What follows belongs to an exercise in optimizing a design on an open flow for small area, a short achievable clock period and few clock cycles per item; a production flow would make more cautious choices. The RTL was checked by simulation tests, not by an equivalence proof against the original design.

==> design/flow/flow/run.sh <==
#!/bin/bash
# The standard layout, with sky130_fd_sc_hd__buf_2 as the buffer that
# buffer_ports puts on every input and output port.
set -euo pipefail
export BUFFER_PORTS_ARGS="-buffer_cell sky130_fd_sc_hd__buf_2"
bash standard.sh > standard_flow.log 2>&1
==> design/flow/standard.sh <==
#!/bin/bash
# synth_recipe.tcl (not shown) runs the flow's synth.tcl, then flattens the netlist and writes it again
# the make line also repeats each setting of config.mk as NAME=value (left out here)
make -C /OpenROAD-flow-scripts/flow DESIGN_CONFIG=/design/flow/config.mk WORK_HOME=/design/flow/orfs CLKGATE_MAP_FILE= SYNTH_SCRIPT=/design/flow/synth_recipe.tcl "${@:-finish}"
==> design/flow/config.mk <==
export PLATFORM = sky130hd
export DESIGN_NAME = alpha_compositor
export DESIGN_NICKNAME = alpha_compositor
export VERILOG_FILES = /design/flow/design.v
export SDC_FILE = /design/flow/constraint.sdc
export NUM_CORES = 4
export LEC_CHECK = 0
export ABC_AREA = 1
export CAP_MARGIN = 20
export CORE_MARGIN = 2
export CORE_UTILIZATION = 40
export SLEW_MARGIN = 20
==> design/flow/constraint.sdc <==
create_clock -name core_clock -period 33.0 [get_ports {clk}]
set_input_delay 6.6000 -clock core_clock [delete_from_list [all_inputs] [get_ports {clk}]]
set_output_delay 6.6000 -clock core_clock [all_outputs]
set_load 0.01 [all_outputs]
==> design/flow/design.v <==
module alpha_compositor (
    input  wire         clk,
    input  wire         rst,         
    input  wire         cmd_valid,
    output wire         cmd_ready,
    input  wire [127:0] cmd,
    output reg          rsp_valid,
    input  wire         rsp_ready,
    output wire [47:0]  rsp
);
    function [31:0] csa;
        input [15:0] x;
        input [15:0] y;
        input [15:0] z;
        reg   [15:0] s;
        reg   [15:0] c;
        begin
            s   = x ^ y ^ z;
            c   = (x & y) | (x & z) | (y & z);
            csa = {c[14:0], 1'b0, s};
        end
    endfunction
    function [15:0] wsum;
        input [9:0] F;
        input [9:0] B;
        input [5:0] a;
        reg   [15:0] r0, r1, r2, r3, r4, r5;
        reg   [31:0] t1, t2, t3, t4;
        begin
            r0 = {6'd0, a[0] ? F : B};
            r1 = {5'd0, a[1] ? F : B, 1'd0};
            r2 = {4'd0, a[2] ? F : B, 2'd0};
            r3 = {3'd0, a[3] ? F : B, 3'd0};
            r4 = {2'd0, a[4] ? F : B, 4'd0};
            r5 = {1'd0, a[5] ? F : B, 5'd0};
            t1 = csa(r0, r1, r2);
            t2 = csa(r3, r4, r5);
            t3 = csa(t1[15:0], t1[31:16], t2[15:0]);
            t4 = csa(t3[15:0], t3[31:16], t2[31:16]);
            wsum = t4[15:0] + t4[31:16];
        end
    endfunction
    reg        ready_q;
    assign cmd_ready = ready_q;
    wire       accept = cmd_valid && ready_q;
    wire [7:0] cop = cmd[127:120];
    reg        v1;
    reg [7:0]  op1;
    reg [15:0] a0, a1;          
    reg [5:0]  a2;              
    reg        a2hi;            
    reg        xbad1;           
    reg        chan1, bch1, bpx1, use31;
    always @(posedge clk) begin
        op1   <= cop;
        a0    <= cmd[95:80];
        a1    <= cmd[79:64];
        a2    <= cmd[53:48];
        a2hi  <= cmd[63:54] != 10'd0;
        xbad1 <= (cmd[119:96] != 24'd0) || (cmd[47:0] != 48'd0);
        chan1 <= (cop == 8'h02) || (cop == 8'h04);
        bch1  <= (cop == 8'h04);
        bpx1  <= (cop == 8'h05);
        use31 <= (cop == 8'h04) || (cop == 8'h05);
        v1    <= accept && !rst;
    end
    wire is_nop  = op1 == 8'h00;
    wire is_sqrt = op1 == 8'h01;
    wire is_mch  = op1 == 8'h02;
    wire is_mpx  = op1 == 8'h03;
    wire is_bch  = op1 == 8'h04;
    wire is_bpx  = op1 == 8'h05;
    wire is_uv   = op1 == 8'h08;
    wire is_set  = (op1 == 8'h10) || (op1 == 8'h11);
    wire legal   = is_nop | is_sqrt | is_mch | is_mpx | is_bch | is_bpx | is_uv | is_set;
    wire use2 = is_mch | is_mpx | is_bch | is_bpx;
    wire rsv_bad = xbad1 || (is_nop && a0 != 16'd0) || (!use2 && a1 != 16'd0)
                || (!use31 && (a2hi || a2 != 6'd0));
    wire rng_bad = (is_sqrt && a0[15:12] != 4'd0)
                || (chan1 && (a0[15:6] != 10'd0 || a1[15:6] != 10'd0))
                || (is_bch && a2hi);
    wire [1:0] cause = !legal ? 2'd1 : rsv_bad ? 2'd2 : rng_bad ? 2'd3 : 2'd0;
    wire [15:0] bgpx  = bpx1 ? a1 : 16'd0;
    wire [5:0]  al    = use31 ? a2 : a1[5:0];
    wire        alhi  = use31 ? a2hi : (a1[15:6] != 10'd0);
    wire [5:0]  g_f   = chan1 ? a0[5:0] : a0[10:5];
    wire [5:0]  g_b   = bch1 ? a1[5:0] : bgpx[10:5];
    wire [9:0]  FR, BR, FG, BG, FB, BB;
    ac_sq5 u_fr (.i(a0[15:11]),   .o(FR));
    ac_sq5 u_br (.i(bgpx[15:11]), .o(BR));
    ac_sq6 u_fg (.i(g_f),         .o(FG));
    ac_sq6 u_bg (.i(g_b),         .o(BG));
    ac_sq5 u_fb (.i(a0[4:0]),     .o(FB));
    ac_sq5 u_bb (.i(bgpx[4:0]),   .o(BB));
    wire [15:0] sR = wsum(FR, BR, al);
    wire [15:0] sG = wsum(FG, BG, al);
    wire [15:0] sB = wsum(FB, BB, al);
    wire [15:0] gin = is_sqrt ? {a0[11:0], 4'd0} : sG;
    wire al_hi   = alhi || al == 6'd63;
    wire al_zero = !alhi && al == 6'd0;
    wire [8:0]  uv_qr;
    ac_uv_angle u_ang (.f0(a0), .o(uv_qr));
    reg [2:0]  kind;
    reg [15:0] side;
    always @(*) begin
        if (cause != 2'd0) begin
            kind = 3'd1; side = {6'd0, op1, cause};
        end else if (is_mch) begin
            kind = 3'd2; side = sG;
        end else if ((is_mpx || is_bpx) && al_hi) begin
            kind = 3'd2; side = a0;
        end else if ((is_mpx || is_bpx) && al_zero) begin
            kind = 3'd2; side = a1;
        end else if (is_mpx || is_bpx) begin
            kind = 3'd3; side = 16'd0;
        end else if (is_sqrt || is_bch) begin
            kind = 3'd4; side = 16'd0;
        end else if (is_uv) begin
            kind = 3'd5; side = {7'd0, uv_qr};
        end else begin
            kind = 3'd0; side = 16'd0;
        end
    end
    reg        v2;
    reg [2:0]  kind2;
    reg [15:0] side2;
    reg [9:0]  sR2, sB2;            
    reg [11:0] sG2;                 
    always @(posedge clk) begin
        v2    <= v1 && !rst;
        kind2 <= kind;
        side2 <= side;
        sR2   <= sR[15:6];
        sG2   <= gin[15:4];
        sB2   <= sB[15:6];
    end
    wire [4:0] rR, rB;
    wire [5:0] rG;
    ac_isqrt10 u_qr (.n(sR2), .r(rR));
    ac_isqrt12 u_qg (.n(sG2), .r(rG));
    ac_isqrt10 u_qb (.n(sB2), .r(rB));
    reg [1:0]  kc;
    reg [15:0] pc;
    always @(*) begin
        case (kind2)
            3'd1:    begin kc = 2'd3; pc = side2; end
            3'd2:    begin kc = 2'd1; pc = side2; end
            3'd3:    begin kc = 2'd1; pc = {rR, rG, rB}; end
            3'd4:    begin kc = 2'd1; pc = {10'd0, rG}; end
            3'd5:    begin kc = 2'd2; pc = side2; end
            default: begin kc = 2'd0; pc = side2; end
        endcase
    end
    reg [17:0] qm [0:2];
    reg [1:0]  wp, rp, cnt;
    reg [1:0]  occ;             
    always @(posedge clk) begin
        if (v2)
            qm[wp] <= {kc, pc};
    end
    wire        qne   = cnt != 2'd0;
    wire        have  = qne || v2;
    wire [17:0] nxt   = qne ? qm[rp] : {kc, pc};
    wire [8:0] uqr = qne ? qm[rp][8:0] : side2[8:0];
    wire [17:0] uv;
    ac_uv_table u_tab (.i(uqr), .o(uv));
    wire [8:0] dx = uv[8:0];
    wire [8:0] dy = uv[17:9];
    reg        fault;
    reg [7:0]  s_op;
    reg [1:0]  s_cause;
    reg [15:0] res0;
    reg [8:0]  res1;            
    assign rsp = {s_op, 2'b00, s_cause, 3'b000, fault, {7{res1[8]}}, res1, res0};
    wire [1:0] wp_i  = (wp == 2'd2) ? 2'd0 : wp + 2'd1;
    wire [1:0] rp_i  = (rp == 2'd2) ? 2'd0 : rp + 2'd1;
    wire [1:0] t_wp  = (v2 && qne) ? wp_i : wp;
    wire [1:0] t_rp  = qne ? rp_i : rp;
    wire [1:0] t_cnt = cnt - {1'b0, qne} + {1'b0, v2 && qne};
    wire [1:0] h_wp  = v2 ? wp_i : wp;
    wire [1:0] h_cnt = cnt + {1'b0, v2};
    wire [1:0] occ_a = occ + {1'b0, accept};
    wire       t_rdy = (occ_a - {1'b0, have}) != 2'd3;
    wire       h_rdy = occ_a != 2'd3;
    wire [1:0] t_occ = occ_a - {1'b0, have};
    reg        t_fault;
    reg [7:0]  t_op;
    reg [1:0]  t_cause;
    reg [15:0] t_res0;
    reg [8:0]  t_res1;
    always @(*) begin
        t_fault = fault;
        t_op    = s_op;
        t_cause = s_cause;
        t_res0  = res0;
        t_res1  = res1;
        if (have && !fault) begin
            case (nxt[17:16])
                2'd1: t_res0 = nxt[15:0];
                2'd2: begin
                    t_res0 = {{7{dx[8]}}, dx};
                    t_res1 = dy;
                end
                2'd3: begin
                    t_fault = 1'b1;
                    t_op    = nxt[9:2];
                    t_cause = nxt[1:0];
                end
                default: ;
            endcase
        end
    end
    wire take = !rsp_valid || rsp_ready;
    always @(posedge clk) begin
        if (rst) begin
            wp        <= 2'd0;
            rp        <= 2'd0;
            cnt       <= 2'd0;
            occ       <= 2'd0;
            ready_q   <= 1'b1;
            rsp_valid <= 1'b0;
            fault     <= 1'b0;
            s_op      <= 8'd0;
            s_cause   <= 2'd0;
            res0      <= 16'd0;
            res1      <= 9'd0;
        end else if (take) begin
            wp        <= t_wp;
            rp        <= t_rp;
            cnt       <= t_cnt;
            occ       <= t_occ;
            ready_q   <= t_rdy;
            rsp_valid <= have;
            fault     <= t_fault;
            s_op      <= t_op;
            s_cause   <= t_cause;
            res0      <= t_res0;
            res1      <= t_res1;
        end else begin
            wp        <= h_wp;
            cnt       <= h_cnt;
            occ       <= occ_a;
            ready_q   <= h_rdy;
        end
    end
endmodule
module ac_sq5(i, o);
  input [4:0] i;
  wire [4:0] i;
  output [9:0] o;
  wire [9:0] o;
  wire n0;
  wire n1;
  wire n10;
  wire n11;
  wire n12;
  wire n13;
  wire n14;
  wire n15;
  wire n16;
  wire n17;
  wire n18;
  wire n19;
  wire n2;
  wire n20;
  wire n3;
  wire n4;
  wire n5;
  wire n6;
  wire n7;
  wire n8;
  wire n9;
  assign n7 = ~i[0];
  assign n6 = i[2] & ~(i[1]);
  assign n5 = ~(i[3] ^ i[2]);
  assign n4 = ~n5;
  assign o[4] = n7 ? n6 : n4;
  assign o[2] = i[1] & ~(i[0]);
  assign n3 = ~i[3];
  assign n2 = i[1] & ~(n5);
  assign n1 = n2 & ~(n7);
  assign n0 = n3 & ~(n1);
  assign o[9] = i[4] & ~(n0);
  assign n20 = ~(i[2] ^ i[1]);
  assign o[3] = i[0] & ~(n20);
  assign n19 = i[4] & i[0];
  assign n18 = n5 & ~(n7);
  assign n17 = ~((n18 & i[2]) | n2);
  assign o[5] = ~(n17 ^ n19);
  assign n16 = ~i[2];
  assign n15 = n1 | ~(i[4]);
  assign o[8] = ~((i[3] & n16) | n15);
  assign n14 = ~n0;
  assign n13 = ~(i[4] & i[1]);
  assign n12 = i[1] ? i[4] : i[2];
  assign n11 = n12 & ~(n19);
  assign o[6] = ~((n11 | n3) & (n13 | n14));
  assign n10 = i[3] | ~(i[2]);
  assign n9 = ~i[1];
  assign n8 = i[4] ? n9 : n16;
  assign o[7] = ~((n8 | n3) & (n15 | n10));
  assign o[1:0] = { 1'h0, i[0] };
endmodule
module ac_sq6(i, o);
  input [5:0] i;
  wire [5:0] i;
  output [9:0] o;
  wire [9:0] o;
  wire n0;
  wire n1;
  wire n10;
  wire n11;
  wire n12;
  wire n13;
  wire n14;
  wire n15;
  wire n16;
  wire n17;
  wire n18;
  wire n19;
  wire n2;
  wire n20;
  wire n21;
  wire n22;
  wire n23;
  wire n24;
  wire n25;
  wire n26;
  wire n27;
  wire n28;
  wire n29;
  wire n3;
  wire n30;
  wire n31;
  wire n32;
  wire n33;
  wire n34;
  wire n35;
  wire n36;
  wire n37;
  wire n38;
  wire n39;
  wire n4;
  wire n40;
  wire n41;
  wire n42;
  wire n43;
  wire n44;
  wire n45;
  wire n46;
  wire n47;
  wire n48;
  wire n49;
  wire n5;
  wire n50;
  wire n51;
  wire n52;
  wire n53;
  wire n6;
  wire n7;
  wire n8;
  wire n9;
  assign n51 = ~((n52 | i[5]) & i[2]);
  assign n50 = i[5] & ~(i[3]);
  assign n49 = i[3] & ~(i[5]);
  assign n48 = ~((n50 & n52) | n49);
  assign n47 = ~(n48 & i[4]);
  assign n46 = n51 & ~(n47);
  assign n45 = n32 | n18;
  assign o[7] = ~((n45 & n37) | n46);
  assign o[9] = i[5] & ~(n31);
  assign n44 = n32 & ~(n30);
  assign n43 = n46 | ~(n44);
  assign n42 = ~((n52 | i[4]) & n8);
  assign n41 = n48 & ~(n42);
  assign n40 = ~(o[9] & n17);
  assign n39 = ~((n41 | i[2]) & n40);
  assign o[6] = n43 & ~(n39);
  assign n38 = n13 & ~(n17);
  assign o[1] = i[0] & ~(n38);
  assign n37 = ~i[4];
  assign n36 = i[5] & ~(i[1]);
  assign n35 = ~i[5];
  assign n34 = i[2] & i[3];
  assign n33 = n34 | n35;
  assign n32 = n33 & ~(n36);
  assign n31 = n37 & ~(n32);
  assign n30 = i[4] & i[3];
  assign n29 = n30 & ~(n35);
  assign o[8] = n29 | n31;
  assign o[0] = i[1] & ~(i[0]);
  assign n28 = ~o[0];
  assign n27 = ~(i[2] | i[3]);
  assign n26 = ~(n27 | n34);
  assign n25 = ~n26;
  assign n24 = ~(n34 | i[1]);
  assign n23 = ~(n24 | n27);
  assign n22 = n37 & ~(n23);
  assign n21 = ~(n23 & i[4]);
  assign n20 = ~(n21 & i[0]);
  assign o[3] = ~((n20 | n22) & (n25 | n28));
  assign n19 = ~i[0];
  assign n18 = ~i[3];
  assign n17 = i[2] & ~(i[1]);
  assign n16 = ~(i[4] ^ i[3]);
  assign n15 = n17 & ~(n16);
  assign n14 = n15 | n18;
  assign n13 = i[2] | ~(i[1]);
  assign n12 = n13 | n37;
  assign n11 = ~((n12 & n14) | n19);
  assign n10 = i[5] & ~(n11);
  assign n9 = ~(n10 & i[0]);
  assign n8 = i[1] | ~(i[3]);
  assign n7 = n17 | i[0];
  assign n6 = ~((n7 | n8) & (n16 | n28));
  assign n5 = ~((n11 & n35) | n6);
  assign o[4] = ~(n5 & n9);
  assign o[2] = i[0] ? n26 : n17;
  assign n4 = i[4] & ~(i[0]);
  assign n3 = ~((n4 | i[3]) & (n30 | i[2]));
  assign n2 = n10 & ~(n3);
  assign n1 = ~n3;
  assign n0 = ~((n1 | n10) & i[1]);
  assign n53 = ~((n11 & n36) | n15);
  assign o[5] = ~((n0 | n2) & n53);
  assign n52 = i[0] & i[1];
endmodule
module ac_isqrt12(n, r);
  input [11:0] n;
  wire [11:0] n;
  output [5:0] r;
  wire [5:0] r;
  wire n0;
  wire n1;
  wire n10;
  wire n11;
  wire n12;
  wire n13;
  wire n14;
  wire n15;
  wire n16;
  wire n17;
  wire n18;
  wire n19;
  wire n2;
  wire n20;
  wire n21;
  wire n22;
  wire n23;
  wire n24;
  wire n25;
  wire n26;
  wire n27;
  wire n28;
  wire n29;
  wire n3;
  wire n30;
  wire n31;
  wire n32;
  wire n33;
  wire n34;
  wire n35;
  wire n36;
  wire n37;
  wire n38;
  wire n39;
  wire n4;
  wire n40;
  wire n41;
  wire n42;
  wire n43;
  wire n44;
  wire n45;
  wire n46;
  wire n47;
  wire n48;
  wire n49;
  wire n5;
  wire n50;
  wire n51;
  wire n52;
  wire n53;
  wire n54;
  wire n55;
  wire n56;
  wire n57;
  wire n58;
  wire n59;
  wire n6;
  wire n60;
  wire n61;
  wire n62;
  wire n63;
  wire n64;
  wire n65;
  wire n66;
  wire n67;
  wire n68;
  wire n69;
  wire n7;
  wire n70;
  wire n71;
  wire n72;
  wire n73;
  wire n74;
  wire n75;
  wire n76;
  wire n77;
  wire n78;
  wire n79;
  wire n8;
  wire n80;
  wire n81;
  wire n9;
  assign r[3] = ~n48;
  assign n47 = ~(n[5] | n[4]);
  assign n46 = ~n47;
  assign n45 = ~n53;
  assign n44 = n[11] & ~(n50);
  assign n43 = ~(n55 & n59);
  assign n42 = ~((n43 & n44) | (n48 & n45));
  assign n41 = n61 & ~(n49);
  assign n40 = ~((n48 & r[4]) | n41);
  assign n39 = n40 ^ n[8];
  assign n38 = ~(n39 & r[5]);
  assign n37 = n39 ^ n52;
  assign n36 = n[6] ? n48 : n46;
  assign n35 = r[4] & ~(n36);
  assign n34 = ~r[4];
  assign n33 = ~(n36 & n34);
  assign n32 = n48 | n[6];
  assign n31 = ~((n32 & n[7]) | n41);
  assign n30 = ~((n31 & n33) | n35);
  assign n29 = ~((n30 | n37) & n38);
  assign n28 = n29 & n42;
  assign n27 = n28 ? n48 : n46;
  assign n26 = n27 ^ n[6];
  assign n25 = n26 ^ r[4];
  assign n24 = ~n[4];
  assign n23 = n24 & ~(n28);
  assign n22 = n23 ^ n[5];
  assign n21 = n22 | n48;
  assign n20 = n22 ^ n48;
  assign n19 = n[3] | n[2];
  assign n18 = n[4] ? n28 : n19;
  assign n17 = n20 & ~(n18);
  assign n16 = n21 & ~(n17);
  assign n15 = n25 & ~(n16);
  assign n14 = ~((n26 & r[4]) | n15);
  assign n13 = n33 & ~(n35);
  assign n12 = n13 & ~(n28);
  assign n11 = n12 ^ n31;
  assign n10 = ~(n11 ^ n52);
  assign n9 = n10 & n14;
  assign n8 = n52 & ~(n11);
  assign n7 = n30 ^ n37;
  assign n6 = ~((n39 & n42) | n7);
  assign n5 = n6 | n8;
  assign n4 = ~(n5 | n9);
  assign r[1] = ~n4;
  assign r[2] = ~n28;
  assign n3 = n4 ? n28 : n19;
  assign n2 = n3 ^ n24;
  assign n1 = n2 | n48;
  assign n0 = n18 ^ n20;
  assign n81 = n4 ? n22 : n0;
  assign n80 = n4 | n[2];
  assign n79 = n80 ^ n[3];
  assign n78 = n79 & ~(n28);
  assign n77 = ~(n[1] | n[0]);
  assign n76 = n[2] ? r[1] : n77;
  assign n75 = n28 & ~(n79);
  assign n74 = n76 & ~(n75);
  assign n73 = ~n2;
  assign n72 = ~((n73 | r[3]) & (n74 | n78));
  assign n71 = ~((n72 & n1) | (n81 & n34));
  assign n70 = ~n26;
  assign n69 = n16 ^ n25;
  assign n68 = n4 ? n70 : n69;
  assign n67 = ~((n68 | n52) & (n81 | n34));
  assign n66 = n6 | ~(n11);
  assign n65 = n10 ^ n14;
  assign n64 = ~((n65 & n66) | (n68 & n52));
  assign r[0] = ~((n67 | n71) & n64);
  assign n63 = ~(n[8] | n[9]);
  assign n62 = ~n63;
  assign r[4] = n[10] ? n[11] : n62;
  assign n61 = ~(n[7] | n[6]);
  assign n60 = ~(n61 | n[8]);
  assign n59 = ~n60;
  assign n58 = ~(n[8] & n[9]);
  assign n57 = n[10] & ~(n[11]);
  assign n56 = ~(n57 & n[9]);
  assign n55 = n56 & n58;
  assign n54 = ~n55;
  assign n53 = ~((r[4] & n63) | n54);
  assign n52 = ~(n[11] | n[10]);
  assign r[5] = ~n52;
  assign n51 = ~((r[5] & n53) | n59);
  assign n50 = ~(n63 ^ n[10]);
  assign n49 = n[11] ? n50 : n58;
  assign n48 = n49 & ~(n51);
endmodule
module ac_isqrt10(n, r);
  input [9:0] n;
  wire [9:0] n;
  output [4:0] r;
  wire [4:0] r;
  wire n0;
  wire n1;
  wire n10;
  wire n11;
  wire n12;
  wire n13;
  wire n14;
  wire n15;
  wire n16;
  wire n17;
  wire n18;
  wire n19;
  wire n2;
  wire n20;
  wire n21;
  wire n22;
  wire n23;
  wire n24;
  wire n25;
  wire n26;
  wire n27;
  wire n28;
  wire n29;
  wire n3;
  wire n30;
  wire n31;
  wire n32;
  wire n33;
  wire n34;
  wire n35;
  wire n36;
  wire n37;
  wire n38;
  wire n39;
  wire n4;
  wire n40;
  wire n41;
  wire n42;
  wire n43;
  wire n44;
  wire n45;
  wire n46;
  wire n47;
  wire n48;
  wire n49;
  wire n5;
  wire n50;
  wire n51;
  wire n6;
  wire n7;
  wire n8;
  wire n9;
  assign n43 = ~((n44 & n47) | (n0 & n17));
  assign n42 = n12 | ~(n13);
  assign n41 = r[1] & ~(n42);
  assign n40 = n41 ^ n10;
  assign n39 = ~((n40 | n36) & (n0 | n17));
  assign n38 = n9 ? n19 : n3;
  assign n37 = ~((n40 & n36) | n38);
  assign r[0] = ~((n39 | n43) & n37);
  assign n36 = ~(n[8] | n[9]);
  assign r[4] = ~n36;
  assign n35 = ~n[7];
  assign n34 = ~n[9];
  assign n33 = ~(n[8] | n[6]);
  assign r[3] = ~((n33 & n35) | (n[8] & n34));
  assign n32 = ~(n[5] | n[4]);
  assign n31 = n[7] ? n34 : n33;
  assign n30 = n[8] & n[9];
  assign n29 = ~(n30 | n31);
  assign n28 = n32 & ~(n[6]);
  assign n27 = n33 ^ n35;
  assign n26 = n[9] & ~(n27);
  assign n25 = ~n26;
  assign r[2] = ~((n25 & n28) | n29);
  assign n24 = r[2] & n32;
  assign n23 = ~(n[8] & n[6]);
  assign n22 = n28 & ~(n34);
  assign n21 = n31 | ~(n33);
  assign n20 = n21 & ~(n22);
  assign n19 = ~((n23 | n24) & n20);
  assign n18 = ~(n19 | n36);
  assign n17 = ~r[3];
  assign n16 = ~n29;
  assign n15 = ~(n[3] | n[2]);
  assign n14 = n[4] ? n16 : n15;
  assign n13 = n17 | ~(n14);
  assign n12 = n17 & ~(n14);
  assign n11 = r[2] & ~(n[4]);
  assign n10 = n11 ^ n[5];
  assign n9 = ~((n10 | n12) & n13);
  assign n8 = n[9] | ~(n[7]);
  assign n7 = n28 & ~(n8);
  assign n6 = n33 | n35;
  assign n5 = n32 | n[8];
  assign n4 = ~((n5 | n6) & (n25 | n28));
  assign n3 = n4 | n7;
  assign n2 = ~((n22 & n35) | n3);
  assign r[1] = ~((n9 | n18) & n2);
  assign n1 = r[1] ? n15 : r[2];
  assign n0 = n1 ^ n[4];
  assign n51 = r[1] & ~(n[3]);
  assign n50 = ~n[3];
  assign n49 = ~n15;
  assign n48 = r[1] ? n49 : n50;
  assign n47 = ~((n51 | r[2]) & n48);
  assign n46 = n[0] | n[2];
  assign n45 = ~(n46 | n[1]);
  assign n44 = ~((n48 | r[2]) & n45);
endmodule
module ac_uv_angle(f0, o);
  input [15:0] f0;
  wire [15:0] f0;
  output [8:0] o;
  wire [8:0] o;
  wire n0;
  wire n1;
  wire n10;
  wire n100;
  wire n101;
  wire n102;
  wire n103;
  wire n104;
  wire n105;
  wire n106;
  wire n107;
  wire n108;
  wire n109;
  wire n11;
  wire n110;
  wire n111;
  wire n112;
  wire n113;
  wire n114;
  wire n115;
  wire n116;
  wire n12;
  wire n13;
  wire n14;
  wire n15;
  wire n16;
  wire n17;
  wire n18;
  wire n19;
  wire n2;
  wire n20;
  wire n21;
  wire n22;
  wire n23;
  wire n24;
  wire n25;
  wire n26;
  wire n27;
  wire n28;
  wire n29;
  wire n3;
  wire n30;
  wire n31;
  wire n32;
  wire n33;
  wire n34;
  wire n35;
  wire n36;
  wire n37;
  wire n38;
  wire n39;
  wire n4;
  wire n40;
  wire n41;
  wire n42;
  wire n43;
  wire n44;
  wire n45;
  wire n46;
  wire n47;
  wire n48;
  wire n49;
  wire n5;
  wire n50;
  wire n51;
  wire n52;
  wire n53;
  wire n54;
  wire n55;
  wire n56;
  wire n57;
  wire n58;
  wire n59;
  wire n6;
  wire n60;
  wire n61;
  wire n62;
  wire n63;
  wire n64;
  wire n65;
  wire n66;
  wire n67;
  wire n68;
  wire n69;
  wire n7;
  wire n70;
  wire n71;
  wire n72;
  wire n73;
  wire n74;
  wire n75;
  wire n76;
  wire n77;
  wire n78;
  wire n79;
  wire n8;
  wire n80;
  wire n81;
  wire n82;
  wire n83;
  wire n84;
  wire n85;
  wire n86;
  wire n87;
  wire n88;
  wire n89;
  wire n9;
  wire n90;
  wire n91;
  wire n92;
  wire n93;
  wire n94;
  wire n95;
  wire n96;
  wire n97;
  wire n98;
  wire n99;
  assign n94 = f0[4] & f0[5];
  assign n93 = n94 ^ f0[6];
  assign n92 = ~f0[8];
  assign n91 = n94 & f0[6];
  assign n90 = n91 & f0[7];
  assign n89 = n90 & ~(n92);
  assign n88 = n89 & f0[9];
  assign n87 = ~(n88 & f0[10]);
  assign n86 = ~(n88 | f0[10]);
  assign n85 = n87 & ~(n86);
  assign n84 = f0[14] & ~(f0[11]);
  assign n83 = f0[13] | ~(f0[10]);
  assign n82 = n88 & ~(n83);
  assign n81 = n84 & ~(n82);
  assign n80 = ~n81;
  assign n79 = f0[11] & ~(f0[14]);
  assign n78 = ~n79;
  assign n77 = f0[15] & ~(f0[12]);
  assign n76 = f0[13] & ~(n77);
  assign n75 = n76 | n84;
  assign n74 = n75 & n86;
  assign n73 = f0[12] & ~(f0[15]);
  assign n72 = ~n73;
  assign n71 = n82 & ~(n78);
  assign n70 = ~((n71 & n72) | (n74 & n78));
  assign n69 = ~(n73 | n77);
  assign n68 = ~n69;
  assign n67 = ~((n70 & n80) | n68);
  assign n66 = n71 | ~(n77);
  assign n65 = n66 & ~(n67);
  assign n64 = n65 ^ f0[13];
  assign n63 = n64 ^ n85;
  assign n62 = n89 ^ f0[9];
  assign n61 = ~n62;
  assign n60 = n65 | f0[13];
  assign n59 = ~(n79 | n84);
  assign n58 = n59 ^ n87;
  assign n57 = n78 & ~(n58);
  assign n56 = n60 ? n58 : n57;
  assign n55 = ~((n56 | f0[12]) & n81);
  assign n54 = n70 & ~(n69);
  assign n53 = ~((n54 & n55) | n67);
  assign n52 = n53 & ~(n61);
  assign n51 = ~n52;
  assign n50 = n90 ^ n92;
  assign n49 = n61 & ~(n53);
  assign n48 = ~((n56 & n50) | n49);
  assign n47 = ~n63;
  assign n46 = n47 | n52;
  assign n45 = ~((n46 | n48) & (n64 | n85));
  assign n44 = ~((n68 & n78) | n53);
  assign n43 = ~(n44 | n56);
  assign n42 = n45 ? n56 : n43;
  assign n41 = n50 & ~(n42);
  assign n40 = ~n49;
  assign n39 = ~((n43 & n63) | n40);
  assign n38 = ~((n41 & n51) | n39);
  assign n37 = n38 ^ n63;
  assign n36 = n91 ^ f0[7];
  assign n35 = n50 | ~(n42);
  assign n34 = n35 & ~(n41);
  assign n33 = n51 & ~(n39);
  assign n32 = ~(n33 & n34);
  assign n31 = ~((n32 | n36) & n37);
  assign n30 = ~(n38 & n47);
  assign n29 = ~(n46 | n48);
  assign n28 = ~(f0[10] ^ f0[13]);
  assign n27 = ~(n28 | n56);
  assign n26 = ~((n27 & n44) | n29);
  assign n25 = ~(n26 & n30);
  assign n24 = n25 & n31;
  assign n23 = n34 & ~(n33);
  assign n22 = n93 ? n24 : n23;
  assign n21 = n36 & ~(n25);
  assign n20 = n21 | ~(n22);
  assign n19 = ~((n26 & n31) | n36);
  assign n18 = ~((n19 & n35) | n41);
  assign n17 = n18 ^ n33;
  assign n16 = ~((n17 & n20) | n24);
  assign n15 = n16 ^ n93;
  assign n14 = f0[4] ^ f0[5];
  assign n13 = n15 & ~(n14);
  assign n12 = ~n34;
  assign n11 = n16 | n93;
  assign n10 = ~(n19 | n22);
  assign n9 = ~((n10 & n11) | n21);
  assign n8 = ~(n9 ^ n12);
  assign n7 = n13 & ~(n8);
  assign n6 = ~(n8 | n14);
  assign n5 = n6 | n15;
  assign n4 = n5 & ~(n7);
  assign n3 = ~n13;
  assign n2 = ~n22;
  assign n1 = ~(n19 | n21);
  assign n0 = ~n1;
  assign n116 = ~((n3 & n2) | n0);
  assign n115 = ~((n3 | n12) & n116);
  assign n114 = ~n115;
  assign n113 = n8 & n14;
  assign n112 = ~((n6 & n115) | n113);
  assign n111 = ~(n112 & f0[4]);
  assign n110 = n4 & ~(n111);
  assign n109 = n11 & ~(n7);
  assign n108 = n109 ^ n1;
  assign n107 = ~((n108 & n110) | n114);
  assign n106 = ~f0[3];
  assign n105 = ~((f0[4] & n106) | n108);
  assign n104 = ~((f0[4] | n106) & n112);
  assign n103 = ~(n104 | n105);
  assign o[7] = ~((n103 | n4) & n107);
  assign n102 = n108 & ~(n110);
  assign n101 = n115 & ~(n102);
  assign o[8] = ~n101;
  assign n100 = n4 | ~(n103);
  assign n99 = f0[4] & ~(n101);
  assign n98 = ~(o[7] & n106);
  assign n97 = ~(n101 ^ f0[4]);
  assign n96 = n97 & ~(n98);
  assign n95 = n96 | n99;
  assign o[6] = ~((n100 & n107) | n95);
  assign o[5] = ~(n95 ^ n112);
  assign o[4] = n97 ^ n98;
  assign o[3] = o[7] ^ f0[3];
  assign o[2:0] = f0[2:0];
endmodule
module ac_uv_table(i, o);
  input [8:0] i;
  wire [8:0] i;
  output [17:0] o;
  wire [17:0] o;
  wire n0;
  wire n1;
  wire n10;
  wire n100;
  wire n101;
  wire n102;
  wire n103;
  wire n104;
  wire n105;
  wire n106;
  wire n107;
  wire n108;
  wire n109;
  wire n11;
  wire n110;
  wire n111;
  wire n112;
  wire n113;
  wire n114;
  wire n115;
  wire n116;
  wire n117;
  wire n118;
  wire n119;
  wire n12;
  wire n120;
  wire n121;
  wire n122;
  wire n123;
  wire n124;
  wire n125;
  wire n126;
  wire n127;
  wire n128;
  wire n129;
  wire n13;
  wire n130;
  wire n131;
  wire n132;
  wire n133;
  wire n134;
  wire n135;
  wire n136;
  wire n137;
  wire n138;
  wire n139;
  wire n14;
  wire n140;
  wire n141;
  wire n142;
  wire n143;
  wire n144;
  wire n145;
  wire n146;
  wire n147;
  wire n148;
  wire n149;
  wire n15;
  wire n150;
  wire n151;
  wire n152;
  wire n153;
  wire n154;
  wire n155;
  wire n156;
  wire n157;
  wire n158;
  wire n159;
  wire n16;
  wire n160;
  wire n161;
  wire n162;
  wire n163;
  wire n164;
  wire n165;
  wire n166;
  wire n167;
  wire n168;
  wire n169;
  wire n17;
  wire n170;
  wire n171;
  wire n172;
  wire n173;
  wire n174;
  wire n175;
  wire n176;
  wire n177;
  wire n178;
  wire n179;
  wire n18;
  wire n180;
  wire n181;
  wire n182;
  wire n183;
  wire n184;
  wire n185;
  wire n186;
  wire n187;
  wire n188;
  wire n189;
  wire n19;
  wire n190;
  wire n191;
  wire n192;
  wire n193;
  wire n194;
  wire n195;
  wire n196;
  wire n197;
  wire n198;
  wire n199;
  wire n2;
  wire n20;
  wire n200;
  wire n201;
  wire n202;
  wire n203;
  wire n204;
  wire n205;
  wire n206;
  wire n207;
  wire n208;
  wire n209;
  wire n21;
  wire n210;
  wire n211;
  wire n212;
  wire n213;
  wire n214;
  wire n215;
  wire n216;
  wire n217;
  wire n218;
  wire n219;
  wire n22;
  wire n220;
  wire n221;
  wire n222;
  wire n223;
  wire n224;
  wire n225;
  wire n226;
  wire n227;
  wire n228;
  wire n229;
  wire n23;
  wire n230;
  wire n231;
  wire n232;
  wire n233;
  wire n234;
  wire n235;
  wire n236;
  wire n237;
  wire n238;
  wire n239;
  wire n24;
  wire n240;
  wire n241;
  wire n242;
  wire n243;
  wire n244;
  wire n245;
  wire n246;
  wire n247;
  wire n248;
  wire n249;
  wire n25;
  wire n250;
  wire n251;
  wire n252;
  wire n26;
  wire n27;
  wire n28;
  wire n29;
  wire n3;
  wire n30;
  wire n31;
  wire n32;
  wire n33;
  wire n34;
  wire n35;
  wire n36;
  wire n37;
  wire n38;
  wire n39;
  wire n4;
  wire n40;
  wire n41;
  wire n42;
  wire n43;
  wire n44;
  wire n45;
  wire n46;
  wire n47;
  wire n48;
  wire n49;
  wire n5;
  wire n50;
  wire n51;
  wire n52;
  wire n53;
  wire n54;
  wire n55;
  wire n56;
  wire n57;
  wire n58;
  wire n59;
  wire n6;
  wire n60;
  wire n61;
  wire n62;
  wire n63;
  wire n64;
  wire n65;
  wire n66;
  wire n67;
  wire n68;
  wire n69;
  wire n7;
  wire n70;
  wire n71;
  wire n72;
  wire n73;
  wire n74;
  wire n75;
  wire n76;
  wire n77;
  wire n78;
  wire n79;
  wire n8;
  wire n80;
  wire n81;
  wire n82;
  wire n83;
  wire n84;
  wire n85;
  wire n86;
  wire n87;
  wire n88;
  wire n89;
  wire n9;
  wire n90;
  wire n91;
  wire n92;
  wire n93;
  wire n94;
  wire n95;
  wire n96;
  wire n97;
  wire n98;
  wire n99;
  assign n225 = ~i[7];
  assign n224 = ~(i[5] | i[4]);
  assign n223 = ~(n224 & i[6]);
  assign n222 = ~(i[1] | i[2]);
  assign n221 = n222 & ~(i[0]);
  assign n220 = i[3] & ~(n221);
  assign n219 = ~(n220 | n223);
  assign n218 = ~n224;
  assign n217 = ~(n220 | n218);
  assign n216 = n217 & ~(n219);
  assign n215 = i[6] & ~(n219);
  assign n214 = ~(n215 | n216);
  assign n213 = ~n214;
  assign n212 = ~i[5];
  assign n211 = ~(i[0] | i[2]);
  assign n210 = i[3] & ~(n211);
  assign n209 = ~i[4];
  assign n208 = ~i[3];
  assign n207 = ~i[1];
  assign n206 = ~((n207 | n208) & n209);
  assign n205 = ~(n206 | n210);
  assign n204 = n205 ^ n212;
  assign n203 = i[1] & ~(i[3]);
  assign n202 = ~n203;
  assign n201 = i[0] | i[3];
  assign n200 = n222 & ~(n201);
  assign n199 = ~(n200 | n220);
  assign n198 = ~i[2];
  assign n197 = i[0] & ~(i[1]);
  assign n196 = i[1] & ~(i[0]);
  assign n195 = ~(n196 | n197);
  assign n194 = n198 & ~(n195);
  assign n193 = n199 & ~(n194);
  assign n192 = n202 & ~(n193);
  assign n191 = ~((n192 | i[4]) & n204);
  assign n190 = n191 | n213;
  assign n189 = i[0] & i[2];
  assign n188 = n200 | n209;
  assign n187 = n188 | n220;
  assign n186 = n188 & ~(n205);
  assign n185 = ~n186;
  assign n184 = ~((n185 | n196) & (n187 | n195));
  assign n183 = n184 & ~(n189);
  assign n182 = ~(i[3] & i[4]);
  assign n181 = n182 | n221;
  assign n180 = ~(n211 & i[1]);
  assign n179 = n196 | n198;
  assign n178 = ~(n179 & n180);
  assign n177 = ~(n178 | n181);
  assign n176 = ~(n177 | n183);
  assign n175 = n176 & ~(n190);
  assign n174 = i[2] & ~(n195);
  assign n173 = ~(n174 | n221);
  assign n172 = n216 & ~(n200);
  assign n171 = n172 & ~(n173);
  assign n170 = n181 & ~(n205);
  assign n169 = ~(i[1] | i[0]);
  assign n168 = i[2] & i[3];
  assign n167 = i[1] | ~(i[3]);
  assign n166 = ~((n167 & i[0]) | (n168 & n169));
  assign n165 = ~n222;
  assign n164 = ~n195;
  assign n163 = ~((n165 | n208) & n164);
  assign n162 = n170 ? n166 : n163;
  assign n161 = n214 & ~(n204);
  assign n160 = ~((n161 & n162) | n171);
  assign n159 = n160 & ~(n175);
  assign n158 = n198 & ~(n197);
  assign n157 = n208 & ~(n223);
  assign n156 = n189 & ~(n207);
  assign n155 = n156 | i[3];
  assign n154 = n155 & n180;
  assign n153 = n209 & ~(n154);
  assign n152 = i[1] & i[2];
  assign n151 = n208 & ~(n152);
  assign n150 = n151 & ~(n196);
  assign n149 = ~n150;
  assign n148 = i[3] & ~(n169);
  assign n147 = i[4] & ~(n148);
  assign n146 = ~((n147 & n149) | (n189 & i[3]));
  assign n145 = n146 & ~(n153);
  assign n144 = i[5] & ~(n145);
  assign n143 = ~n144;
  assign n142 = ~n196;
  assign n141 = n142 & ~(n158);
  assign n140 = ~((n141 & i[3]) | n218);
  assign n139 = i[4] & ~(i[5]);
  assign n138 = n139 & ~(n211);
  assign n137 = n208 ? i[0] : n207;
  assign n136 = ~((n137 & n138) | i[6]);
  assign n135 = ~n136;
  assign n134 = ~((n140 & i[1]) | n135);
  assign n133 = ~((n134 & n143) | (n157 & n158));
  assign o[9] = n225 ? n159 : n133;
  assign n132 = ~(i[8] ^ i[7]);
  assign n131 = ~n132;
  assign n130 = ~(n156 | n221);
  assign n129 = ~n130;
  assign n128 = n196 ? i[2] : n158;
  assign n127 = n186 & ~(n128);
  assign n126 = i[1] & i[0];
  assign n125 = n126 | n182;
  assign n124 = ~((n125 | n211) & n204);
  assign n123 = ~((n173 & n178) | n187);
  assign n122 = n123 | n124;
  assign n121 = n126 | n198;
  assign n120 = ~(n126 & n198);
  assign n119 = n120 & n121;
  assign n118 = n208 ? n195 : n119;
  assign n117 = n170 & ~(n118);
  assign n116 = ~n204;
  assign n115 = ~i[0];
  assign n114 = i[2] ? n115 : n197;
  assign n113 = ~(n114 | n152);
  assign n112 = ~((n113 | n170) & n116);
  assign n111 = ~((n112 | n117) & (n122 | n127));
  assign n110 = ~((n111 & n214) | (n129 & n172));
  assign n109 = ~n114;
  assign n108 = ~(n197 & i[2]);
  assign n107 = ~((n108 & n210) | (n109 & n208));
  assign n106 = n222 | n208;
  assign n105 = n209 & ~(n106);
  assign n104 = ~n105;
  assign n103 = ~((n104 | n174) & (n107 | n209));
  assign n102 = ~(n103 & i[5]);
  assign n101 = ~((n152 | n106) & n202);
  assign n100 = ~i[6];
  assign n99 = ~(n179 | n197);
  assign n98 = ~(n99 | n194);
  assign n97 = ~((n98 | n218) & n100);
  assign n96 = ~((n101 & n139) | n97);
  assign n95 = ~((n96 & n102) | (n157 & n222));
  assign n94 = n225 ? n110 : n95;
  assign n93 = ~((n94 | o[9]) & n131);
  assign n92 = ~(n113 & n154);
  assign n91 = ~(n92 & n201);
  assign n90 = n151 & ~(n209);
  assign n89 = ~((n164 | i[2]) & n90);
  assign n88 = n198 ? i[1] : n169;
  assign n87 = n88 | n182;
  assign n86 = ~(n87 & i[5]);
  assign n85 = n89 & ~(n86);
  assign n84 = ~((n91 | i[4]) & n85);
  assign n83 = ~((n107 | n179) & n138);
  assign n82 = n141 | i[3];
  assign n81 = ~((n82 & n140) | i[6]);
  assign n80 = ~(n81 & n83);
  assign n79 = n84 & ~(n80);
  assign n78 = ~((n121 | n208) & n170);
  assign n77 = i[0] ? i[1] : i[2];
  assign n76 = n199 & ~(n77);
  assign n75 = ~((n76 | n78) & (n91 | n170));
  assign n74 = ~(n106 | n195);
  assign n73 = n108 & ~(i[3]);
  assign n72 = ~((n73 & n142) | n74);
  assign n71 = n72 | n170;
  assign n70 = ~((n105 & n109) | n204);
  assign n69 = n178 & ~(n187);
  assign n68 = n70 & ~(n69);
  assign n67 = ~((n68 & n71) | (n75 & n204));
  assign n66 = n214 & ~(n67);
  assign n65 = i[7] ? n79 : n66;
  assign n64 = ~((n65 & n93) | n132);
  assign n63 = n165 & ~(n99);
  assign n62 = n199 & ~(n63);
  assign n61 = n74 | ~(n170);
  assign n60 = n199 | ~(n113);
  assign n59 = ~(n189 | n211);
  assign n58 = ~((n59 & n203) | n170);
  assign n57 = ~((n58 & n60) | n204);
  assign n56 = ~((n61 | n62) & n57);
  assign n55 = ~((n120 & n148) | n203);
  assign n54 = n170 | ~(n55);
  assign n53 = i[2] & ~(n169);
  assign n52 = i[4] ? n208 : n168;
  assign n51 = ~((n53 | n186) & n52);
  assign n50 = n51 & ~(n116);
  assign n49 = ~((n50 & n54) | n213);
  assign n48 = ~(n49 & n56);
  assign n47 = n187 | ~(n121);
  assign n46 = ~((n47 & n182) | n53);
  assign n45 = ~(n168 | n195);
  assign n44 = ~((n45 | n206) & i[5]);
  assign n43 = ~n139;
  assign n42 = ~((n141 & i[3]) | n43);
  assign n41 = ~((n99 | n192) & n42);
  assign n40 = n73 & n180;
  assign n39 = ~((n98 | n208) & n224);
  assign n38 = ~((n39 | n40) & n100);
  assign n37 = n41 & ~(n38);
  assign n36 = ~((n44 | n46) & n37);
  assign n35 = n225 ? n48 : n36;
  assign n34 = ~((n35 | n64) & n131);
  assign n33 = ~((n155 | i[4]) & i[5]);
  assign n32 = ~n33;
  assign n31 = n208 & ~(n222);
  assign n30 = ~((n31 | n156) & i[4]);
  assign n29 = n168 | i[4];
  assign n28 = ~(n29 | n151);
  assign n27 = n212 & ~(n28);
  assign n26 = ~((n27 & n30) | (n32 & n188));
  assign n25 = n100 & ~(n26);
  assign n24 = i[6] | i[5];
  assign n23 = n182 & ~(n24);
  assign n22 = n46 | n170;
  assign n21 = ~(n22 | n193);
  assign n20 = ~(n130 & n106);
  assign n19 = n20 | ~(n170);
  assign n18 = ~(n19 & n161);
  assign n17 = ~((n18 | n21) & (n23 | n190));
  assign n16 = i[7] ? n25 : n17;
  assign n15 = ~((n16 & n34) | n132);
  assign n14 = n22 & ~(n186);
  assign n13 = ~(n191 & n214);
  assign n12 = n13 | n14;
  assign n11 = n100 & ~(n52);
  assign n10 = ~(n11 & n33);
  assign n9 = n225 ? n12 : n10;
  assign n8 = ~((n9 | n15) & n131);
  assign n7 = n161 & ~(n186);
  assign n6 = i[7] ? n23 : n7;
  assign o[16] = n6 ^ n8;
  assign o[15] = n9 ^ n15;
  assign o[14] = n16 ^ n34;
  assign n5 = n88 & n186;
  assign n4 = n47 & ~(n5);
  assign n3 = n151 & n165;
  assign n2 = ~(n3 & n142);
  assign n1 = ~((n2 & n87) | n170);
  assign n0 = n161 & ~(n1);
  assign n252 = ~((n3 | n22) & (n187 | n221));
  assign n251 = n204 & ~(i[6]);
  assign n250 = ~((n251 & n252) | (n0 & n4));
  assign n249 = ~((n2 & n78) | n218);
  assign n248 = ~(n187 | n221);
  assign n247 = n208 & ~(n119);
  assign n246 = ~((n247 | n29) & i[5]);
  assign n245 = i[3] ? n121 : n88;
  assign n244 = ~((n245 | n43) & (n246 | n248));
  assign n243 = n244 | n249;
  assign n242 = n243 | i[6];
  assign n241 = n225 ? n250 : n242;
  assign o[13] = ~(n241 ^ n34);
  assign o[12] = n35 ^ n64;
  assign o[11] = n65 ^ n93;
  assign n240 = o[9] & ~(n132);
  assign o[10] = n94 ^ n240;
  assign o[0] = i[7] ? n159 : n133;
  assign n239 = ~i[8];
  assign n238 = i[7] ? n110 : n95;
  assign n237 = ~((n238 | o[0]) & n239);
  assign n236 = n225 ? n79 : n66;
  assign n235 = ~((n236 & n237) | i[8]);
  assign n234 = i[7] ? n48 : n36;
  assign n233 = ~((n234 | n235) & n239);
  assign n232 = n225 ? n25 : n17;
  assign n231 = ~((n232 & n233) | i[8]);
  assign n230 = i[7] ? n12 : n10;
  assign n229 = ~((n230 | n231) & n239);
  assign n228 = n225 ? n23 : n7;
  assign o[7] = n228 ^ n229;
  assign o[6] = n230 ^ n231;
  assign o[5] = n232 ^ n233;
  assign n227 = i[7] ? n250 : n242;
  assign o[4] = ~(n227 ^ n233);
  assign o[3] = n234 ^ n235;
  assign o[2] = n236 ^ n237;
  assign n226 = o[0] & ~(i[8]);
  assign o[1] = n238 ^ n226;
  assign o[17] = ~((n6 & n8) | n132);
  assign o[8] = ~((n228 & n229) | i[8]);
endmodule
==> flow_summary.yaml <==
floorplanning:
  die_h_um: 218.3
  rows: 78
  die_w_um: 218.3
  start_util: 0.4049
  ioPinCount: 182
  core_area_um2: 45380
  die-area_um2: 47670
placed_design:
  numPortBuffers: 176
  dpl_cell_area_um2: 19800
  routabilityCongestion: 0.9349
  place_hpwl_um: 42280
setup_path:
  rr_endpoint: "side2[4]"
  cp_slowest_cell: "nor2_1"
  path_class: "primary input to register"
  worstSetupStartpoint: "rsp_ready"
  rr_startpoint: "a0[4]"
  cp_cell_sequence: "buf_2 > nor2_1 > inv_1 > nand3_1 > nor2_1 > inv_1 > nor2_1 > o21ai_0 > a21oi_1"
  cp.required_ns: 33.48
  r2r_slack_ns: 25.20
  cp_slowest_stage_delay_ns: 0.75
  path_max_fanout: 15
  rr_worst_depth: 54
  cp_data_arrival_time_ns: 8.66
  cpMostUsedCell: "nor2_1"
  end_kind: "register"
  crit_end: "res0[3]"
  startpoint_type: "primary input"
power_and_ir_drop:
  finalPower_mw: 1.844
  p_leak_nw: 9.969
  ir_drop_mv: 0.06684
  powerDensity_nw_per_um2: 89.17
cells_and_area:
  final_net_count: 3037
  diodes: 0
  final_util: 0.4557
  final_cell_mix: "nand2_1, inv_1, o21ai_0"
  syn_to_final_growth_pct: 12.56
  drive_gt1_frac: 0.1358
  layout_commonest_cell: "nand2_1"
  design_area_um2: 20680
global_routing:
  grt-ovfl-total: 0
  grt_max_degree: 46
  grt_pass1_wl_um: 86580
  antenna_found_initial: 0
  grt_use_total: 0.2249
  grt_pass1_vias: 16610
synth:
  synth_compound_area_frac: 0.1930
  synthFlopType: "dfxtp_1"
  ys_warn_count: 1
  synth_top_family_by_area: "simple AND/OR/NAND/NOR gates"
  yosys.area.top_type_share: 0.1667
  synthTopCellsByArea: "dfxtp_1, nand2_1, fa_1"
  synth_xor_xnor_area_share: 0.02043
  synthCells: 2536
  synth-simple-area-share: 0.2260
  synth_edf_count: 54
  ys_seq_area_frac: 0.2550
  synthDistinctLibCells: 72
  syn_area_per_cell_um2: 7.245
  netlist_area_um2: 18370
  synth_top_area_cell: "dfxtp_1"
  ys_async_sr_fraction: 0
  synthAdderAreaFrac: 0.1954
  synthMuxAreaShare: 0.004562
  ys_seq_elements: 207
drt:
  wl_per_cell_um: 16.39
  drc: 0
  vias: 17200
  ant_nets: 0
  dr.pass1.iters: 6
  via_per_inst: 5.219
  routed_wl_um: 54000
  dr.first_iter.drc_count: 1250
timing:
  drv_slew: 0
  fmax_mhz: 122.3
  rsz0062_at_grt: "no"
  period_share: 0.2479
  finalHoldViolations: 0
  fin_skew_ns: 0.01615
  setup_viol: 0
  min_period_ns: 8.180
  maxSlewHeadroom: 0.3252
  worst_slew_pin_slew_ns: 1.009
  tns_ns: 0
cts:
  clock_sinks: 207
  cts_root_buf: "clkbuf_16"
  tritoncts: "built"
  clock_latency_ns: 0.56
  clkTransAtPathRegs_ns: 0.06
  cts-resized-gates: 0
  hold_buffers: 0
  cts_buffers: 26
  htree_levels: 1
  cts_max_path_buffers: 3
  post-cts-setup-buffers: 0
status:
  status: "timing/DRC/antenna clean"
worst_hold_path:
  hold_path.class: "register to register"
flow_run:
  max_cap_viol_count: 0
-- registers in the layout (all words and copies together), names as in the netlist, 2 cells and up, named ones only --
| signal | flops |
|---|---|
| qm | 54 |
| a0 | 16 |
| a1 | 16 |
| res0 | 16 |
| side2 | 16 |
| sG2 | 12 |
| sB2 | 10 |
| sR2 | 10 |
| res1 | 9 |
| op1 | 8 |
| s_op | 8 |
| a2 | 6 |
| kind2 | 3 |
| cnt | 2 |
| occ | 2 |
| rp | 2 |
| s_cause | 2 |
| wp | 2 |
-- per-stage QoR --
step	cells	hold WS (ns)	worst slack, ns
6_report	3295	0.4100	24.82
5_1_grt	3295	0.4489	24.45
4_1_cts	3295	0.4166	24.91
3_5_place_dp	3247	0.4011	24.34
3_3_place_gp	3247	0.4013	24.43
2_1_floorplan	2540	0.3883	25.13
-- Yosys cell counts (18+ instances only) --
cell type and n:
a21oi_1 99, clkbuf_1 60, dfxtp_1 153, edfxtp_1 54
fa_1 95, ha_1 135, inv_1 381, inv_2 21
nand2_1 562, nand3_1 83, nor2_1 157, nor3_1 19
nor4_1 30, o211ai_1 25, o21ai_0 317, o21ai_1 28
o21bai_1 20, or2_2 18, xor2_1 34
-- worst min-delay path by stage --
| stage | start | slack, ns | cells after the start | endpoint |
|---|---|---|---|---|
| after floorplan | v1 | 0.39 | 2 | v2 |
| after global placement | v1 | 0.40 | 2 | v2 |
| final | v1 | 0.41 | 2 | v2 |
| after global routing | v1 | 0.45 | 2 | v2 |
| after CTS | v1 | 0.42 | 2 | v2 |
| after detailed placement | v1 | 0.40 | 2 | v2 |
-- worst max-delay path, delay by kind of cell --
family	cells	cell delay, ns
buf+inv	3	0.64
compound gates	2	0.24
simple gates	4	1.18
-- final cells by class --
class,count,area (µm²)
timing repair buffer,192,1001
multi-input combinational,1842,11830
clock buffer,30,675.6
tap,600,750.7
inverter,406,1534
fill,4655,24700
clock inverter,18,209.0
sequential,207,4684
-- routing by layer --
metal | vias up | wire [µm] | track usage
met2 | 451 | 25400 | 0.3820
met4 | 0 | 1840 | 0.07823
met1 | 8043 | 24210 | 0.2934
met5 | - | 0 | 0
met3 | 109 | 2541 | 0.02895
li1 | 8592 | - | -
-- report_power, final --
part / total [mW] / switching, mW / internal (mW)
logic: 1.22 / 0.799 / 0.422
clock network: 0.293 / 0.114 / 0.178
registers: 0.331 / 0.0282 / 0.303
-- logic make-up after synthesis --
group | Yosys count
buffers and inverters | 491
AND/OR/NAND/NOR | 947
other | 1
AO/OA/AOI/OAI | 610
adder cells (fa/ha/maj) | 230
flip-flops | 207
XOR/XNOR | 42
multiplexers | 8
Testbench counts, summed over its fixed seeds: cycles 18,018, items 18,000.

afterwards: timing with drivers on the ports:
No port has a modelled driver above. Below, the same layout with a new extraction and two added sets of constraints.
Step 1: set_driving_cell puts a clkbuf_16 on clk and a buf_2 on each other input, an assumption about the parent block.
Step 2 also shifts input and output timing later by t, the mid clock arrival at the registers, as if the neighbouring blocks saw the same clock.
Three values: ideal ports, drivers, drivers and shift; two values: the first two.
t, ns: 0.609
setup slack, ns: 24.820 / 24.851 / 24.243
worst setup path after step 2: input to register
slew at the worst register clock pin (ns): 0.07 / 0.07
pins driven straight from the clock port: 1
After both steps this run still meets setup and hold. For this run, drivers alone change the setup slack by +0.031 ns; drivers and shift together by -0.577 ns.
